Background: an optimization exercise with open tools, aiming at small area, a short achievable clock period and few clock cycles per item. Do not read the settings as production practice.
The RTL was checked by simulation tests, not by an equivalence proof against the original design.
No activity file was given, so power comes from the tool's default toggle rates.

**flow/design.v**
```verilog
module csg_gen (
    input  wire         clk,
    input  wire         rst_n,
    input  wire         start,
    input  wire         op_seed,
    input  wire [127:0] seed_x,
    input  wire [129:0] seed_u,
    output wire         done,
    output wire [127:0] x_out
);
    localparam [1:0] S_IDLE = 2'd0,
                     S_MUL1 = 2'd1,
                     S_MUL2 = 2'd2;
    reg [1:0]   state;
    reg [7:0]   cnt;
    reg         done_q;
    reg [127:0] x_q;
    reg [129:0] u_q;
    reg [128:0] hi1;
    reg [127:0] lo1;
    reg [256:0] acc2;
    reg [129:0] ush;
    wire [128:0] y = {1'b1, 128'd0} - {1'b0, x_q};
    wire [129:0] s1 = {1'b0, hi1} + (lo1[0] ? {1'b0, y} : 130'd0);
    wire [255:0] p  = {hi1[127:0], lo1};
    wire [257:0] s2 = {1'b0, acc2} + (ush[0] ? {2'b00, p} : 258'd0);
    always @(posedge clk) begin
        if (!rst_n) begin
            state  <= S_IDLE;
            cnt    <= 8'd0;
            done_q <= 1'b0;
            x_q    <= 128'd0;
            u_q    <= 130'd0;
        end else begin
            done_q <= 1'b0;
            case (state)
                S_IDLE: begin
                    if (start) begin
                        if (op_seed) begin
                            x_q    <= seed_x;
                            u_q    <= seed_u;
                            done_q <= 1'b1;
                        end else begin
                            hi1   <= 129'd0;
                            lo1   <= x_q;
                            cnt   <= 8'd0;
                            state <= S_MUL1;
                        end
                    end
                end
                S_MUL1: begin
                    hi1 <= s1[129:1];
                    lo1 <= {s1[0], lo1[127:1]};
                    cnt <= cnt + 8'd1;
                    if (cnt == 8'd127) begin
                        acc2  <= 257'd0;
                        ush   <= u_q;
                        cnt   <= 8'd0;
                        state <= S_MUL2;
                    end
                end
                S_MUL2: begin
                    acc2 <= s2[257:1];
                    ush  <= {1'b0, ush[129:1]};
                    cnt  <= cnt + 8'd1;
                    if (cnt == 8'd129) begin
                        x_q    <= s2[254:127];
                        done_q <= 1'b1;
                        state  <= S_IDLE;
                    end
                end
                default: state <= S_IDLE;
            endcase
        end
    end
    assign done  = done_q;
    assign x_out = x_q;
endmodule
```
**flow/run.sh**
```bash
#!/bin/bash
# synth_recipe.tcl (not shown) runs the flow's synth.tcl, then flattens the netlist and writes it again
# the make line also repeats each setting of config.mk as NAME=value (left out here)
make -C /OpenROAD-flow-scripts/flow DESIGN_CONFIG=/design/flow/config.mk WORK_HOME=/design/flow/orfs CLKGATE_MAP_FILE= SYNTH_SCRIPT=/design/flow/synth_recipe.tcl finish
```
**flow/config.mk**
```make
export PLATFORM = sky130hd
export DESIGN_NAME = csg_gen
export DESIGN_NICKNAME = csg_gen
export VERILOG_FILES = /design/flow/design.v
export SDC_FILE = /design/flow/constraint.sdc
export NUM_CORES = 4
export LEC_CHECK = 0
export CAP_MARGIN = 20
export CORE_MARGIN = 2
export CORE_UTILIZATION = 40
export SLEW_MARGIN = 20
```
**flow/constraint.sdc**
```tcl
create_clock -name core_clock -period 10.0 [get_ports {clk}]
set_input_delay 2.0000 -clock core_clock [delete_from_list [all_inputs] [get_ports {clk}]]
set_output_delay 2.0000 -clock core_clock [all_outputs]
set_load 0.01 [all_outputs]
```
==> key figures <==
Outcome
  • Outcome: complete, no violations

Drt
  • Via-per-instance ratio: roughly 6.1
  • Wirelength, routed: slightly below 300000 um
  • Remaining design rule violation count: 0
  • DRT iter0 DRCs: 7315
  • Count of vias placed by the detailed router: ~63000
  • Routed WL per cell: ~29 um
  • Drt first pass iters: 6
  • Number of nets with antenna violations after routing: 0

Floorplanning
  • Standard-cell row count: 150
  • Die Span Y: 414.3 um
  • Count of boundary I/O pins: around 390
  • Core ar.: 0.1672 mm^2
  • Horizontal extent of the die: just over 400 um
  • Area of the die: ~0.17 mm^2
  • Initial core utilization: between 40% and 50%

Timing
  • Headroom to the max-slew limit: approximately 17%
  • Fin. max-slew vios: 0
  • Clock period minus final worst setup slack: between 8 and 9 ns
  • Crit share post-route: roughly 83%
  • RSZ-0062 raised after global routing: false
  • Transition at the pin with the smallest max-transition slack: 1.236 ns
  • Final Hold Fails: 0
  • TNS Setup: 0 ns
  • Skew final: between 0.05 and 0.06 ns
  • Maximum frequency from static timing analysis: ~0.12 GHz
  • Count of final setup violators: 0

Synth
  • Combined area of all synthesized cells: between 0.06 and 0.07 mm^2
  • Net count after synthesis: 8557
  • Number of library cell types mapped by synthesis: approximately 110
  • Top area cells in the synthesized netlist: sky130_fd_sc_hd__edfxtp_1 (29%), sky130_fd_sc_hd__dfxtp_1 (8.0%), sky130_fd_sc_hd__ha_1 (7.3%)
  • Flip-flop and latch count after synthesis: between 900 and 1000
  • Post-Synthesis Mean Instance Area: between 8 and 9 um^2
  • Cell taking the most area after synthesis: sky130_fd_sc_hd__edfxtp_1
  • Fraction of synthesized cell area taken by the top area cell type: between 20 and 30%
  • Synthesized netlist cell count: 7902
  • EDFF count, synth: 644
  • Dominant register cell in the synthesized netlist: sky130_fd_sc_hd__edfxtp_1
  • Yosys Warn Count: 1
  • Sequential area share after synthesis: between 30 and 40%
  • Proportion of synthesized flip-flops having asynchronous set or reset: 0%

Place
  • Final weighted congestion of routability-driven global placement: around 1.1
  • Quantity of I/O buffers inserted on ports: 390
  • Placed wire-length estimate after detailed placement: ~240000 um

Setup path
  • Critical path's slowest cell: sky130_fd_sc_hd__o41ai_2
  • Crit Path Class: reg2reg
  • Data arrival time of the worst path: between 8 and 9 ns
  • Kind of end point of the critical path: register
  • Required time at the worst-slack endpoint: ~10 ns
  • Worst setup SP type: register
  • Highest net fanout along the worst path: 8
  • CP cell instances: or4_1 > or4_4 > nor4_4 > nand2_1 > inv_1 > nand4_1 > or3_1 > xor2_1 > and2_1 > ha_1 > nand4_1 > nor4_1 > nand2_1 > nor2_1 > or4b_1 > a21oi_1 > a31oi_1 > buf_4 > o41ai_2 > nor3b_1 > a311oi_1 > xor2_1 > nor2_1
  • Delay of the slowest cell on the worst path: around 0.91 ns

Final layout
  • Layout cells sized above 1: under 10%
  • Area growth, synth to finish: 14.19%
  • Total number of nets in the final design: a little under 9000

Worst hold path
  • Path category of the worst min-delay check: reg2reg

Global route
  • Vias in the first global route: just over 60000
  • Number of antenna violations at the first check in global routing: 44
  • Total GRT Usage: 33.35%
  • Largest net degree at the start of global routing: approximately 130
  • First-pass GRT wire length: between 400000 and 500000 um
  • Aggregate global routing overflow: 0

Pwr
  • Leakage power: between 20 and 30 nW
  • Cell Pwr Density: ~230 mW/mm^2
  • Tot Pwr: 18.00 mW
  • Worst ir drop on vdd: roughly 140 uV

CTS
  • Worst-path clk slew: 0.06 ns
  • TritonCTS clock tree: done
  • Number of cells upsized or downsized after cts: 0
  • Post-CTS Repair Setup Buffers: 0
  • Sink Count: ~900
  • Buffer cell driving the clock tree root: sky130_fd_sc_hd__clkbuf_16
  • Hold buffer count at CTS: 0
  • CTS buffer count: about 110
  • Skew-Pair Late Insertion Delay: about 0.80 ns
  • Maximum root-to-sink buffer count: 3
  • Depth of the CTS H-tree: 3

Flow run
  • Number of violations of the max-capacitance limit: 0
## logic make-up after synthesis
family | synth area share (%)
DFF | 36.71
xor gates and xnor gates | 5.827
muxes | 4.350
buffers and inverters | 3.478
and+or+nand+nor | 20.13
adders and majority gates | 7.324
AOI/OAI and AO/OA | 22.18
## final cells by class
class,count,area (um^2)
Antenna cell,10,25.02
Clock buffer,147,3075
Clock inverter,53,563.0
Fill cell,16520,90330
Inverter,187,711.9
Multi-Input combinational cell,6369,40360
Sequential cell,913,24720
Tap cell,2204,2758
Timing Repair Buffer,485,4681
## metrics by stage
stage               std cells  hold WS, ns  util, %  cell area, um^2  worst slack [ns]
global placement        10160       0.4501    43.79            73220             1.852
detailed placement      10160       0.4555    43.79            73230             1.913
floorplan                7902       0.4389        -            67350             1.024
finish                  10370       0.4587    45.99            76900             1.723
CTS                     10360       0.4622    45.97            76870             1.870
global route            10360       0.4754    45.97            76870             1.288
## report_power, final
part | internal [mW] | switching, mW | total (mW) | leakage, nW
Clock | 2.36 | 1.76 | 4.13 | 1.77
Combinational | 2.94 | 5.46 | 8.41 | 18.7
Sequential | 4.88 | 0.581 | 5.46 | 8.25
Total | 10.2 | 7.81 | 18.0 | 28.7
## routing by layer
layer  wire [um]  part of all wire, %  global-route usage, %
met1      130400                   44                  46.40
met5          68                0.023                      0
met2      126800                   43                  49.98
met3       24430                  8.2                  6.356
met4       15150                  5.1                  15.01
## synth_stat cells, drive strengths merged, types with 23 or more instances
cell / count
nor3: 136
or2: 28
or3: 60
dfxtp: 269
and3: 57
inv: 187
o31ai: 44
xnor2: 276
nand2: 845
a21o: 225
nor2b: 35
clkbuf: 410
mux2: 253
a211oi: 33
nand4: 231
xor2: 172
o21a: 83
nor2: 805
nand2b: 33
a31oi: 55
o21bai: 127
o21ai: 578
a221oi: 25
o211ai: 27
nand3: 87
and2: 372
edfxtp: 644
a21boi: 178
ha: 391
buf: 23
a21oi: 935
nor4: 64
## path summary, 6_finish.rpt
| check | from | endpoint | slack, ns | cells after the start |
|---|---|---|---|---|
| worst max-delay path | x_q[12]$_SDFFE_PN0P_ | hi1[116]$_SDFFCE_PN0P_ | 1.72 | 23 |
| worst min-delay path | u_q[36]$_SDFFE_PN0P_ | u_q[36]$_SDFFE_PN0P_ | 0.46 | 2 |
| worst max register to register | x_q[12]$_SDFFE_PN0P_ | hi1[116]$_SDFFCE_PN0P_ | 1.72 | 23 |
| worst min register to register | u_q[36]$_SDFFE_PN0P_ | u_q[36]$_SDFFE_PN0P_ | 0.46 | 2 |
## layout by cell type, fill, tap and decap left out, types with 225 or more instances in the layout
cell type and n:
sky130_fd_sc_hd__clkdlybuf4s50_1 389, sky130_fd_sc_hd__a21oi_1 934, sky130_fd_sc_hd__mux2_2 253, sky130_fd_sc_hd__o21ai_0 553, sky130_fd_sc_hd__nor2_1 797, sky130_fd_sc_hd__nand4_1 231, sky130_fd_sc_hd__ha_1 389, sky130_fd_sc_hd__edfxtp_1 644
sky130_fd_sc_hd__a21o_1 225, sky130_fd_sc_hd__xnor2_1 276, sky130_fd_sc_hd__dfxtp_1 269, sky130_fd_sc_hd__and2_1 368, sky130_fd_sc_hd__nand2_1 842
## state kept, by name (all words and copies together), names as in the netlist
signal	flops
ush	130
done_q	1
state	2
x_q	128
cnt	8
lo1	128
acc2	257
hi1	129
u_q	130
## critical path, delay by kind of cell, from the launching register on
kind	cells	cell delay, ns
xor+xnor	2	0.31
flops	1	0.36
simple gates	14	4.65
compound gates	4	1.80
fa+ha+maj	1	0.43
buf+inv	2	0.43
Testbench counts, summed over its fixed seeds: cycles 414,432, draws 1,600.

re-timing with driven ports:
No port has a modelled driver above. Below, the same layout with a new extraction and two added sets of constraints. Step 1 (the two cells are an assumption about what drives the block):
set clk [get_ports {clk}]
set_driving_cell -lib_cell sky130_fd_sc_hd__clkbuf_16 $clk
set_driving_cell -lib_cell sky130_fd_sc_hd__buf_2 [delete_from_list [all_inputs] $clk]
Step 2, shift: input delay + t, output delay - t, t = (earliest + latest rising clock arrival at the registers) / 2. This alone moves slack from input paths to output paths. Slacks: ideal / step 1 / step 2; pairs: ideal / step 1.
t, ns: 0.867
setup slack, ns: 1.723 / 1.723 / 1.723
clock arrival spread, ns: 0.059 / 0.059
After both steps this run still meets setup and hold. The setup slack of this run moves by 0.000 ns with the drivers and by 0.000 ns with both steps.
